Background: an optimization exercise with open tools, aiming at small area. Do not read the settings as production practice.
Only simulation tests tie the RTL to the original design; equivalence was not proved.
Power figures rest on the tool's default switching activity, not on a simulated workload.

===== design/flow/config.mk =====
export PLATFORM = sky130hd
export DESIGN_NAME = mkvm_decoder
export DESIGN_NICKNAME = mkvm_decoder
export VERILOG_FILES = /design/flow/design.v
export SDC_FILE = /design/flow/constraint.sdc
export NUM_CORES = 4
export LEC_CHECK = 0
export CAP_MARGIN = 20
export CORE_AREA = 6 6 114 114
export DIE_AREA = 0 0 120 120
export SLEW_MARGIN = 20

===== design/flow/constraint.sdc =====
create_clock -name core_clock -period 10.0 [get_ports {clk}]
set_input_delay 2.0000 -clock core_clock [delete_from_list [all_inputs] [get_ports {clk}]]
set_output_delay 2.0000 -clock core_clock [all_outputs]
set_load 0.01 [all_outputs]

===== design/flow/design.v =====
module mkvm_cond (
    input  wire [31:0] dec_word,
    output wire        cond_valid,
    output wire [3:0]  cond_code,
    output wire        err_cond,
    input  wire [3:0]  enc_cond_in,
    output wire [3:0]  enc_cond_out
);
    wire [3:0] key = dec_word[31:28];
    assign cond_valid   = (key != 4'b1111);
    assign cond_code    = cond_valid ? key : 4'b0000;
    assign err_cond     = ~cond_valid;
    assign enc_cond_out = enc_cond_in;
endmodule
module mkvm_class #(
    parameter CLASS_11X_POLICY = 0       
) (
    input  wire [31:0] dec_word,
    output reg         class_valid,
    output reg  [2:0]  class_id,
    output wire        err_class
);
    localparam CLS_DP   = 3'd0;
    localparam CLS_LS   = 3'd1;
    localparam CLS_LSM  = 3'd2;
    localparam CLS_MED  = 3'd3;
    localparam CLS_BR   = 3'd4;
    localparam CLS_SVC  = 3'd5;
    wire [2:0] op  = dec_word[27:25];
    wire       op1 = dec_word[4];
    always @(*) begin
        class_valid = 1'b1;
        class_id    = CLS_DP;
        case (op)
            3'b000, 3'b001: class_id = CLS_DP;
            3'b010:         class_id = CLS_LS;
            3'b011:         class_id = op1 ? CLS_MED : CLS_LSM;
            3'b100, 3'b101: class_id = CLS_BR;
            default: begin
                if (CLASS_11X_POLICY == 0) begin
                    class_id = CLS_SVC;
                end else begin
                    class_valid = 1'b0;
                    class_id    = 3'd0;
                end
            end
        endcase
    end
    assign err_class = ~class_valid;
endmodule
module mkvm_class_enc (
    input  wire [2:0]  cls,
    input  wire [31:0] word_in,
    output reg  [31:0] word_out
);
    always @(*) begin
        word_out = word_in;
        case (cls)
            3'd0: word_out[27:25] = 3'b000;
            3'd1: word_out[27:25] = 3'b010;
            3'd2: begin word_out[27:25] = 3'b011; word_out[4] = 1'b0; end
            3'd3: begin word_out[27:25] = 3'b011; word_out[4] = 1'b1; end
            3'd4: word_out[27:25] = 3'b101;
            3'd5: word_out[27:25] = 3'b111;
            default: word_out = word_in;     
        endcase
    end
endmodule
module mkvm_subform (
    input  wire [31:0] dec_word,
    output reg         subform_valid,
    output reg  [3:0]  subform_id,
    output wire        subform_conflict,
    output wire        err_subform
);
    wire       dp_op  = dec_word[25];
    wire [4:0] dp_op1 = dec_word[24:20];
    wire [3:0] dp_op2 = dec_word[7:4];
    wire gate = (dec_word[27:26] == 2'b00);
    wire op1_10xx0 = (dp_op1[4:3] == 2'b10) && (dp_op1[0] == 1'b0);
    wire op1_0xx1x = (dp_op1[4] == 1'b0) && (dp_op1[1] == 1'b1);
    wire op2_extra = (dp_op2 == 4'b1011) || ((dp_op2[3:2] == 2'b11) && dp_op2[0]);
    wire [11:0] match;
    assign match[0]  = gate && !dp_op && !op1_10xx0 && !dp_op2[0];                       
    assign match[1]  = gate && !dp_op && !op1_10xx0 && !dp_op2[3] && dp_op2[0];          
    assign match[2]  = gate && !dp_op && op1_10xx0 && !dp_op2[3];                        
    assign match[3]  = gate && !dp_op && op1_10xx0 && dp_op2[3] && !dp_op2[0];           
    assign match[4]  = gate && !dp_op && !dp_op1[4] && (dp_op2 == 4'b1001);              
    assign match[5]  = gate && !dp_op && dp_op1[4] && (dp_op2 == 4'b1001);               
    assign match[6]  = gate && !dp_op && !op1_0xx1x && op2_extra;                        
    assign match[7]  = gate && !dp_op && op1_0xx1x && op2_extra;                         
    assign match[8]  = gate && dp_op && !op1_10xx0;                                      
    assign match[9]  = gate && dp_op && (dp_op1 == 5'b10000);                            
    assign match[10] = gate && dp_op && (dp_op1 == 5'b10100);                            
    assign match[11] = gate && dp_op && (dp_op1[4:3] == 2'b10) && (dp_op1[1:0] == 2'b10);  
    integer i;
    always @(*) begin
        subform_valid = 1'b0;
        subform_id    = 4'd0;
        for (i = 11; i >= 0; i = i - 1) begin
            if (match[i]) begin
                subform_valid = 1'b1;
                subform_id    = i[3:0];
            end
        end
    end
    reg [3:0] n_match;
    always @(*) begin
        n_match = 4'd0;
        for (i = 0; i < 12; i = i + 1)
            n_match = n_match + {3'd0, match[i]};
    end
    assign subform_conflict = (n_match > 4'd1);
    assign err_subform = gate && !subform_valid;
endmodule
module mkvm_subform_enc (
    input  wire [3:0]  form,
    input  wire [31:0] word_in,
    output wire [31:0] word_out
);
    reg [31:0] em, ev;
    always @(*) begin
        case (form)
            4'd0:    begin em = 32'h02000010; ev = 32'h00000000; end
            4'd1:    begin em = 32'h02000090; ev = 32'h00000010; end
            4'd2:    begin em = 32'h03900080; ev = 32'h01000000; end
            4'd3:    begin em = 32'h03900090; ev = 32'h01000080; end
            4'd4:    begin em = 32'h030000F0; ev = 32'h00000090; end
            4'd5:    begin em = 32'h030000F0; ev = 32'h01000090; end
            4'd6:    begin em = 32'h020000F0; ev = 32'h000000B0; end
            4'd7:    begin em = 32'h032000F0; ev = 32'h002000B0; end
            4'd8:    begin em = 32'h02000000; ev = 32'h02000000; end
            4'd9:    begin em = 32'h03F00000; ev = 32'h03000000; end
            4'd10:   begin em = 32'h03F00000; ev = 32'h03400000; end
            4'd11:   begin em = 32'h03B00000; ev = 32'h03200000; end
            default: begin em = 32'h00000000; ev = 32'h00000000; end    
        endcase
    end
    assign word_out = (word_in & ~em) | ev;
endmodule
module mkvm_mnemonic (
    input  wire [31:0] dec_word,
    input  wire        cond_valid,
    input  wire        class_valid,
    input  wire [2:0]  class_id,
    input  wire        subform_valid,
    input  wire [3:0]  subform_id,
    output reg  [4:0]  mnem_id,
    output wire [23:0] swi_imm24,
    output wire [31:0] undef_word,
    input  wire [4:0]  enc_mnem_in,
    input  wire [23:0] enc_swi_imm24,
    input  wire [31:0] enc_undef_word,
    input  wire [31:0] enc_operand_bits,
    output reg  [31:0] enc_word_out
);
    localparam M_LDR  = 5'd16;
    localparam M_STR  = 5'd17;
    localparam M_LDRB = 5'd18;
    localparam M_STRB = 5'd19;
    localparam M_B    = 5'd20;
    localparam M_BL   = 5'd21;
    localparam M_SWI  = 5'd22;
    localparam M_UND  = 5'd23;
    always @(*) begin
        mnem_id = M_UND;
        if (cond_valid && class_valid) begin
            case (class_id)
                3'd0: begin      
                    if (subform_valid &&
                        (subform_id == 4'd0 || subform_id == 4'd1 || subform_id == 4'd8))
                        mnem_id = {1'b0, dec_word[24:21]};
                    else
                        mnem_id = M_UND;
                end
                3'd1: begin      
                    case ({dec_word[22], dec_word[20]})
                        2'b01: mnem_id = M_LDR;
                        2'b00: mnem_id = M_STR;
                        2'b11: mnem_id = M_LDRB;
                        default: mnem_id = M_STRB;
                    endcase
                end
                3'd4:    mnem_id = dec_word[24] ? M_BL : M_B;   
                3'd5:    mnem_id = M_SWI;                        
                default: mnem_id = M_UND;                        
            endcase
        end
    end
    assign swi_imm24  = (mnem_id == M_SWI) ? dec_word[23:0] : 24'd0;
    assign undef_word = (mnem_id == M_UND) ? dec_word : 32'd0;
    wire [31:0] ob = enc_operand_bits;
    wire [31:0] base = {4'b1110, ob[27:0]};      
    wire [3:0] dp_form = ob[25] ? 4'd8 : (ob[4] ? 4'd1 : 4'd0);
    wire [31:0] dp_cls, dp_sub, ls_cls, br_cls, svc_cls;
    mkvm_class_enc    u_dp_cls  (.cls(3'd0), .word_in(base),   .word_out(dp_cls));
    mkvm_subform_enc  u_dp_sub  (.form(dp_form), .word_in(dp_cls), .word_out(dp_sub));
    mkvm_class_enc    u_ls_cls  (.cls(3'd1), .word_in(base),   .word_out(ls_cls));
    mkvm_class_enc    u_br_cls  (.cls(3'd4), .word_in(base),   .word_out(br_cls));
    mkvm_class_enc    u_svc_cls (.cls(3'd5), .word_in(base),   .word_out(svc_cls));
    always @(*) begin
        enc_word_out = 32'd0;
        if (enc_mnem_in <= 5'd15) begin
            enc_word_out = dp_sub;
            enc_word_out[24:21] = enc_mnem_in[3:0];
            if (enc_mnem_in[3:2] == 2'b10)       
                enc_word_out[20] = 1'b1;
        end else begin
            case (enc_mnem_in)
                M_LDR:  begin enc_word_out = ls_cls; enc_word_out[20] = 1'b1; enc_word_out[22] = 1'b0; end
                M_STR:  begin enc_word_out = ls_cls; enc_word_out[20] = 1'b0; enc_word_out[22] = 1'b0; end
                M_LDRB: begin enc_word_out = ls_cls; enc_word_out[20] = 1'b1; enc_word_out[22] = 1'b1; end
                M_STRB: begin enc_word_out = ls_cls; enc_word_out[20] = 1'b0; enc_word_out[22] = 1'b1; end
                M_B:    begin enc_word_out = br_cls; enc_word_out[24] = 1'b0; end
                M_BL:   begin enc_word_out = br_cls; enc_word_out[24] = 1'b1; end
                M_SWI:  begin enc_word_out = svc_cls; enc_word_out[24] = 1'b1; enc_word_out[23:0] = enc_swi_imm24; end
                M_UND:  enc_word_out = enc_undef_word;
                default: enc_word_out = 32'd0;      
            endcase
        end
    end
endmodule
module mkvm_decoder (
    input  wire        clk,
    input  wire [31:0] dec_word,
    output wire        cond_valid,
    output wire [3:0]  cond_code,
    output wire        class_valid,
    output wire [2:0]  class_id,
    output wire        subform_valid,
    output wire [3:0]  subform_id,
    output wire        subform_conflict,
    output wire        err_cond,
    output wire        err_class,
    output wire        err_subform,
    output wire [4:0]  mnem_id,
    output wire [23:0] swi_imm24,
    output wire [31:0] undef_word,
    output wire [31:0] word_out,
    input  wire [3:0]  enc_cond_in,
    output wire [3:0]  enc_cond_out,
    input  wire [2:0]  enc_class_in,
    input  wire [31:0] enc_class_word_in,
    output wire [31:0] enc_class_word_out,
    input  wire [3:0]  enc_subform_in,
    input  wire [31:0] enc_subform_word_in,
    output wire [31:0] enc_subform_word_out,
    input  wire [4:0]  enc_mnem_in,
    input  wire [23:0] enc_swi_imm24,
    input  wire [31:0] enc_undef_word,
    input  wire [31:0] enc_operand_bits,
    output wire [31:0] enc_word_out
);
    mkvm_cond u_cond (
        .dec_word     (dec_word),
        .cond_valid   (cond_valid),
        .cond_code    (cond_code),
        .err_cond     (err_cond),
        .enc_cond_in  (enc_cond_in),
        .enc_cond_out (enc_cond_out)
    );
    mkvm_class #(.CLASS_11X_POLICY(0)) u_class (
        .dec_word    (dec_word),
        .class_valid (class_valid),
        .class_id    (class_id),
        .err_class   (err_class)
    );
    mkvm_class_enc u_class_enc (
        .cls      (enc_class_in),
        .word_in  (enc_class_word_in),
        .word_out (enc_class_word_out)
    );
    mkvm_subform u_subform (
        .dec_word         (dec_word),
        .subform_valid    (subform_valid),
        .subform_id       (subform_id),
        .subform_conflict (subform_conflict),
        .err_subform      (err_subform)
    );
    mkvm_subform_enc u_subform_enc (
        .form     (enc_subform_in),
        .word_in  (enc_subform_word_in),
        .word_out (enc_subform_word_out)
    );
    mkvm_mnemonic u_mnem (
        .dec_word         (dec_word),
        .cond_valid       (cond_valid),
        .class_valid      (class_valid),
        .class_id         (class_id),
        .subform_valid    (subform_valid),
        .subform_id       (subform_id),
        .mnem_id          (mnem_id),
        .swi_imm24        (swi_imm24),
        .undef_word       (undef_word),
        .enc_mnem_in      (enc_mnem_in),
        .enc_swi_imm24    (enc_swi_imm24),
        .enc_undef_word   (enc_undef_word),
        .enc_operand_bits (enc_operand_bits),
        .enc_word_out     (enc_word_out)
    );
    assign word_out = dec_word;
endmodule

===== design/flow/run.sh =====
#!/bin/bash
# synth_recipe.tcl (not shown) runs the flow's synth.tcl, then flattens the netlist and writes it again
# the make line also repeats each setting of config.mk as NAME=value (left out here)
make -C /OpenROAD-flow-scripts/flow DESIGN_CONFIG=/design/flow/config.mk WORK_HOME=/design/flow/orfs CLKGATE_MAP_FILE= SYNTH_SCRIPT=/design/flow/synth_recipe.tcl finish

==> impl_metrics.tcl <==
set metrics [dict create \
    whs_ns 4.00 \
    cpPeakStageDelay_ns 0.66 \
    ir_drop_mv 0.0240 \
    vias 3830 \
    slew_viol_final 0 \
    leakagePower_nw 2.12 \
    cp.buffers_inverters 2 \
    seq_cells 0 \
    wl_mm 16.7 \
    worst_pin_slew_ns 0.941 \
    critPathKind "input port to primary output" \
    rsz0062_at_grt "false" \
    cp_data_arrival_time_ns 6.78 \
    first_pass_iters 7 \
    dpl.hpwl_mm 14.3 \
    hold_buffers 0 \
    path_cells "clkdlybuf4s50_1 -> or3_1 -> nor2_2 -> nand3_1 -> fa_1 -> fa_1 -> fa_1 -> fa_1 -> fa_1 -> nor2_1 -> nand3_1 -> o21ai_0 -> nand3b_1 -> clkdlybuf4s50_1" \
    crit_family "adder cells" \
    cts_resized 0 \
    grt_pass1_wl_mm 24.5 \
    final_nets 831 \
    yosysWarnings 5 \
    powerDensity_mw_per_mm2 47.2 \
    cp-start-kind "input port" \
    routedWlPerCell_um 22.1 \
    max_freq_ghz 0.114 \
    grt_max_degree 55 \
    synth_most_common_cell "buf_4" \
    netlist_top_cells_area "buf_4, a211oi_2, inv_1" \
    ff_latch_area_um2 0 \
    avgSynthCellArea_um2 7.07 \
    synth_largest_area_cell "buf_4" \
    ys_types 58 \
    crit_top_cell "fa_1" \
    die_area_mm2 0.0144 \
    yosys.area.top_type_share 0.225 \
    post_cts.repair.setup_buffers 0 \
    crit_path_end_kind "primary output" \
    avgViaCountPerCell 5.08 \
    rows 38 \
    setup_viol 0 \
    die_w_um 120 \
    grt_use_total 0.211 \
    fin_crit_ns 8.78 \
    outcome "finished clean" \
    cp_slowest_cell "clkdlybuf4s50_1" \
    synthToLayoutAreaGrowth_pct 76.7 \
    drtAntennaViolNets 0 \
    hold_class "input port to primary output" \
    required_ns 8.00 \
    route.detailed.drc 0 \
    maxSlewHeadroom 0.373 \
    coreArea_mm2 0.0111 \
    critPathMaxFanout 15 \
    drive_gt1_frac 0.111 \
    portBuffers 294 \
    clkbuf_count 0 \
    fin_crit_sh 0.878 \
    start_util 0.277 \
    grt_pass1_vias 3945 \
    yosysSeqAreaShare 0 \
    drtIter0Drc 320 \
    tns_ns 0 \
    antenna_cells 0 \
    hold_violations 0 \
    overflow 0 \
    ios 412 \
    gp_congestion 0.891 \
    cap_violations 0 \
    syn-cell-area_mm2 0.00307 \
    antenna_found_initial 0 \
    synthTopCellsByCount "buf_4, inv_1, a211oi_2" \
    syn_inst 434 \
    die_y_um 120 \
]
[layout by cell type, fill, tap and decap left out, types with 2 or more instances in the layout]
cell type          n
conb_1             4
o21a_1             5
ha_1               7
nor3_2            19
or3_1              3
or3b_1             3
buf_4              4
inv_1             63
nor3_1             9
o21ai_1            2
a211oi_1           3
o31a_1             2
a222oi_1          20
fa_1               7
nor2_1            25
o211ai_1           4
o21ai_0           15
nand2b_1          10
inv_2              4
o31ai_1            2
a22oi_1            3
o22ai_1            3
a21oi_1            8
nand2_1           14
nand3b_1           2
and2_1             4
a211oi_2          31
nand3_1           11
a21boi_0           2
clkdlybuf4s50_1  294
nor2b_1            3
nor4_4             2
[final timing paths]
| check | end | from | cells past startpoint | slack, ns |
|---|---|---|---|---|
| worst max-delay path | subform_conflict | dec_word[27] | 14 | 1.22 |
| worst min-delay path | enc_class_word_out[16] | enc_class_word_in[16] | 0 | 4.00 |
[cell type report]
class	count	area, µm²
Multi-Input combinational cell	247	2010
Tap cell	140	175
Timing Repair Buffer	299	2980
Inverter	68	255
Fill cell	1117	5660
[metrics by stage]
| stage | utilization | instance area, µm² | power, mW | setup WS [ns] | instances |
|---|---|---|---|---|---|
| detailed placement | 0.489 | 5420 | 0.257 | 1.18 | 754 |
| finish | 0.489 | 5420 | 0.256 | 1.22 | 754 |
| floorplan | - | 3080 | 0.131 | 2.51 | 436 |
| global route | 0.489 | 5420 | 0.272 | 0.910 | 754 |
| CTS | 0.489 | 5420 | 0.258 | 1.18 | 754 |
| global placement | 0.488 | 5410 | 0.256 | 1.24 | 753 |
[cells by family (layout without fill, tap and decap cells)]
| group | Yosys count | after routing | synth area share |
|---|---|---|---|
| muxes | 2 | 2 | 0.00693 |
| other | 2 | 4 | 0.00245 |
| buffers and inverters | 189 | 367 | 0.360 |
| adders and majority gates | 14 | 14 | 0.0742 |
| AOI/OAI and AO/OA | 110 | 110 | 0.320 |
| and+or+nand+nor | 117 | 117 | 0.236 |
[power by group]
part | internal [mW] | switching (mW)
clock | 0 | 0
sequential | 0 | 0
combinational | 0.141 | 0.115
total | 0.141 | 0.115
[metal layers]
metal	global-route usage	vias up	wire [µm]
li1	-	1782	-
met1	0.247	1774	6250
met2	0.380	224	8460
met3	0.0512	50	1460
met4	0.0558	0	516
met5	0	-	0
